Source: an optimization exercise on an open RTL-to-GDS flow (aim: a short achievable clock period and few clock cycles). Production flows keep margins and buffers that such runs may drop.
Only simulation tests tie the RTL to the original design; equivalence was not proved.
Power figures rest on the tool's default switching activity, not on a simulated workload.

==> inputs of run E <==
Design procsi_core, start of the top module:
module procsi_core (
    input  wire        clk,
    input  wire        rst,         
    output reg         mem_req,
    output reg         mem_we,
    output reg  [7:0]  mem_addr,
    output reg  [15:0] mem_wdata,
    input  wire [15:0] mem_rdata,
    output wire        halted,
    output wire        faulted,
    input  wire [3:0]  dbg_sel,
    output reg  [15:0] dbg_data
);
    localparam [16:0] MEMSIZE = 17'd256;
    localparam [1:0] RUN_READY   = 2'd0;
    localparam [1:0] RUN_HALTED  = 2'd1;
    localparam [1:0] RUN_FAULTED = 2'd2;
    localparam [3:0] F_INVALID_OPCODE = 4'd1;
    localparam [3:0] F_INVALID_MODE   = 4'd2;
    localparam [3:0] F_ILLEGAL_MODE   = 4'd3;
    localparam [3:0] F_MEM_RANGE      = 4'd4;
    localparam [3:0] F_STACK_OVER     = 4'd6;
    localparam [3:0] F_STACK_UNDER    = 4'd7;
    localparam [5:0] OP_LOAD  = 6'd0,  OP_STORE = 6'd1,  OP_ADD  = 6'd2,
                     OP_SUB   = 6'd3,  OP_AND   = 6'd4,  OP_OR   = 6'd5,
                     OP_SHL   = 6'd6,  OP_SHR   = 6'd7,  OP_JMP  = 6'd8,
                     OP_JEQ   = 6'd9,  OP_CALL  = 6'd10, OP_RET  = 6'd11,
                     OP_PUSH  = 6'd12, OP_POP   = 6'd13, OP_MOV  = 6'd14,
                     OP_HALT  = 6'd15;
    localparam [1:0] K_REG = 2'd0, K_IMM = 2'd1, K_DIR = 2'd2, K_IND = 2'd3;
    localparam [4:0] S_FETCH    = 5'd0,
                     S_DECODE   = 5'd1,
                     S_DST      = 5'd2,
                     S_DST_ADDR = 5'd3,
                     S_SRC      = 5'd4,
                     S_SRC_IMM  = 5'd5,
                     S_SRC_ADDR = 5'd6,
                     S_SRC_VAL  = 5'd7,
                     S_OPND     = 5'd8,
                     S_DVAL     = 5'd9,
                     S_EXEC     = 5'd10,
                     S_POP_WB   = 5'd11,
                     S_CALL     = 5'd12,
                     S_RET      = 5'd13,
                     S_RET_WB   = 5'd14,
  ...
clock: 10.0 ns
lec_check: 0
abc_clock_period_in_ps: 4000
cap_margin: 20
core_margin: 2
core_utilization: 40
place_density: 0.6
setup_slack_margin: 4.0
slew_margin: 20
tns_end_percent: 100
run.sh (not shown) runs the stock make flow with config.mk's settings and CLKGATE_MAP_FILE= SYNTH_SCRIPT=/design/flow/synth_recipe.tcl, a recipe that flattens the netlist after the stock synthesis.
==> inputs of run P, as changes to run E <==
--- a/flow/design.v
+++ b/flow/design.v
@@ -157,13 +157,12 @@
     reg [15:0] fault_pc_n, fault_word_n;
     reg [4:0]  state_n;
     reg [15:0] ir_n, p_n, sv_n, dv_n;
     reg [7:0]  daddr_n;
     reg [2:0]  cnt_n;
     integer i;
-    reg go_src, go_opnd;
     always @(posedge clk) begin
         if (rst) begin
             for (i = 0; i < 8; i = i + 1)
                 x[i] <= 16'd0;
             pc          <= 16'd0;
             sp          <= 16'd255;
@@ -219,88 +218,12 @@
         dv_n          = dv;
         cnt_n         = cnt;
         mem_req  = 1'b0;
         mem_we    = 1'b0;
         mem_addr = 8'd0;
         mem_wdata = 16'd0;
-        go_src  = 1'b0;
-        go_opnd = 1'b0;
-        if (state == S_DST) begin
-            if (has_dest(op) && dk == K_DIR) begin
-                if ({1'b0, p} + 17'd1 >= MEMSIZE) begin
-                    raise(F_MEM_RANGE);
-                end else begin
-                    p_n = p + 16'd1;
-                    mem_req  = 1'b1;
-                    mem_addr = p[7:0] + 8'd1;
-                    state_n = S_DST_ADDR;
-                end
-            end else if (has_dest(op) && dk == K_IND) begin
-                if ({1'b0, x[rd]} >= MEMSIZE)
-                    raise(F_MEM_RANGE);
-                else begin
-                    daddr_n = x[rd][7:0];
-                    go_src  = 1'b1;
-                end
-            end else begin
-                go_src = 1'b1;
-            end
-        end
-        if (state == S_DST_ADDR) begin
-            if ({1'b0, mem_rdata} >= MEMSIZE)
-                raise(F_MEM_RANGE);
-            else begin
-                daddr_n = mem_rdata[7:0];
-                go_src  = 1'b1;
-            end
-        end
-        if (state == S_SRC || go_src) begin
-            if (!has_source(op)) begin
-                go_opnd = 1'b1;
-            end else begin
-                case (sk)
-                    K_REG: begin
-                        sv_n    = x[rs];
-                        go_opnd = 1'b1;
-                    end
-                    K_IMM, K_DIR: begin
-                        if ({1'b0, p} + 17'd1 >= MEMSIZE)
-                            raise(F_MEM_RANGE);
-                        else begin
-                            p_n = p + 16'd1;
-                            mem_req  = 1'b1;
-                            mem_addr = p[7:0] + 8'd1;
-                            state_n = (sk == K_IMM) ? S_SRC_IMM : S_SRC_ADDR;
-                        end
-                    end
-                    default: begin  
-                        if ({1'b0, x[rs]} >= MEMSIZE)
-                            raise(F_MEM_RANGE);
-                        else begin
-                            mem_req  = 1'b1;
-                            mem_addr = x[rs][7:0];
-                            state_n = S_SRC_VAL;
-                        end
-                    end
-                endcase
-            end
-        end
-        if (state == S_SRC_IMM || state == S_SRC_VAL) begin
-            sv_n    = mem_rdata;
-            go_opnd = 1'b1;
-        end
-        if (state == S_OPND || go_opnd) begin
-            if (alu_reads_dv && dk != K_REG) begin
-                mem_req  = 1'b1;
-                mem_addr = daddr_n;
-                state_n = S_DVAL;
-            end else begin
-                dv_n    = x[rd];
-                state_n = S_EXEC;
-            end
-        end
         case (state)
             S_FETCH: begin
                 p_n = pc;
                 if ({1'b0, pc} >= MEMSIZE) begin
                     run_n         = RUN_HALTED;
                     halt_reason_n = 1'b1;
@@ -336,23 +259,99 @@
                     fault_word_n = mem_rdata;
                     state_n = S_STOP;
                 end else begin
                     state_n = S_DST;
                 end
             end
-            S_DST, S_DST_ADDR, S_SRC, S_SRC_IMM, S_SRC_VAL, S_OPND: begin
+            S_DST: begin
+                if (has_dest(op) && dk == K_DIR) begin
+                    if ({1'b0, p} + 17'd1 >= MEMSIZE) begin
+                        raise(F_MEM_RANGE);
+                    end else begin
+                        p_n = p + 16'd1;
+                        mem_req  = 1'b1;
+                        mem_addr = p[7:0] + 8'd1;
+                        state_n = S_DST_ADDR;
+                    end
+                end else if (has_dest(op) && dk == K_IND) begin
+                    if ({1'b0, x[rd]} >= MEMSIZE)
+                        raise(F_MEM_RANGE);
+                    else begin
+                        daddr_n = x[rd][7:0];
+                        state_n = S_SRC;
+                    end
+                end else begin
+                    state_n = S_SRC;
+                end
+            end
+            S_DST_ADDR: begin
+                if ({1'b0, mem_rdata} >= MEMSIZE)
+                    raise(F_MEM_RANGE);
+                else begin
+                    daddr_n = mem_rdata[7:0];
+                    state_n = S_SRC;
+                end
+            end
+            S_SRC: begin
+                if (!has_source(op)) begin
+                    state_n = S_OPND;
+                end else begin
+                    case (sk)
+                        K_REG: begin
+                            sv_n    = x[rs];
+                            state_n = S_OPND;
+                        end
+                        K_IMM, K_DIR: begin
+                            if ({1'b0, p} + 17'd1 >= MEMSIZE)
+                                raise(F_MEM_RANGE);
+                            else begin
+                                p_n = p + 16'd1;
+                                mem_req  = 1'b1;
+                                mem_addr = p[7:0] + 8'd1;
+                                state_n = (sk == K_IMM) ? S_SRC_IMM : S_SRC_ADDR;
+                            end
+                        end
+                        default: begin  
+                            if ({1'b0, x[rs]} >= MEMSIZE)
+                                raise(F_MEM_RANGE);
+                            else begin
+                                mem_req  = 1'b1;
+                                mem_addr = x[rs][7:0];
+                                state_n = S_SRC_VAL;
+                            end
+                        end
+                    endcase
+                end
+            end
+            S_SRC_IMM: begin
+                sv_n    = mem_rdata;
+                state_n = S_OPND;
             end
             S_SRC_ADDR: begin
                 if ({1'b0, mem_rdata} >= MEMSIZE)
                     raise(F_MEM_RANGE);
                 else begin
                     mem_req  = 1'b1;
                     mem_addr = mem_rdata[7:0];
                     state_n = S_SRC_VAL;
                 end
             end
+            S_SRC_VAL: begin
+                sv_n    = mem_rdata;
+                state_n = S_OPND;
+            end
+            S_OPND: begin
+                if (alu_reads_dv && dk != K_REG) begin
+                    mem_req  = 1'b1;
+                    mem_addr = daddr;
+                    state_n = S_DVAL;
+                end else begin
+                    dv_n    = x[rd];
+                    state_n = S_EXEC;
+                end
+            end
             S_DVAL: begin
                 dv_n    = mem_rdata;
                 state_n = S_EXEC;
             end
             S_EXEC: begin
                 case (op)
==> qor summary <==
                                                                           run E                    run P
Critical path capture point type                                     output port                 register
Run status                                               complete, no violations  complete, no violations
Max-Slew Margin vs Limit                                                   0.226                   0.0894
Net switching fraction of the power                                        0.369                    0.500
Peak clock frequency supported by timing                                 159 MHz                  149 MHz
Post-synthesis xor/xnor area fraction                                     0.0257                   0.0243
M1 WL                                                                   52200 um                 47500 um
Portion of netlist area occupied by mux cells                              0.120                    0.102
Antenna Diode Count                                                            4                        1
Cell count after placement                                                  4071                     3840
Minimum period implied by the final worst setup slack                    6270 ps                  6730 ps
Endpoint of the most critical register-to-register path            fault_code[2]                    sr[9]
Power dissipated in the clock network                                    1570 uW                  1460 uW
Final routed wire length divided by cell count                           31.7 um                  31.9 um
Chip Width                                                                253 um                   249 um
Share of power burned in combinational logic                               0.296                    0.573
Testbench counts of run E, summed over its fixed seeds: cycles 227,655.
Testbench counts of run P, summed over its fixed seeds: cycles 310,933.

[static timing again, ports no longer ideal]
No port has a modelled driver above. Below, the same layouts with a new extraction and two added sets of constraints. Step 1 assumes that a clkbuf_16 drives the clock port and a buf_2 every other input. Step 2 times the ports against the registers' clock, not the clock port: input delays grow and output delays shrink by t, the midpoint of the rising clock arrivals with the driver on. Three values: ideal ports, drivers, drivers and shift; two values: the first two.
run | t (ns) | setup slack, ns | cell pins on the clock port's net
run E | 0.664 | 3.730 / 3.662 / 3.614 | 1
run P | 0.659 | 3.272 / 3.213 / 3.272 | 1
After both steps every run listed still meets setup and hold. The setup slack of run E, which loses most, moves by -0.068 ns with the drivers and by -0.116 ns with both steps.
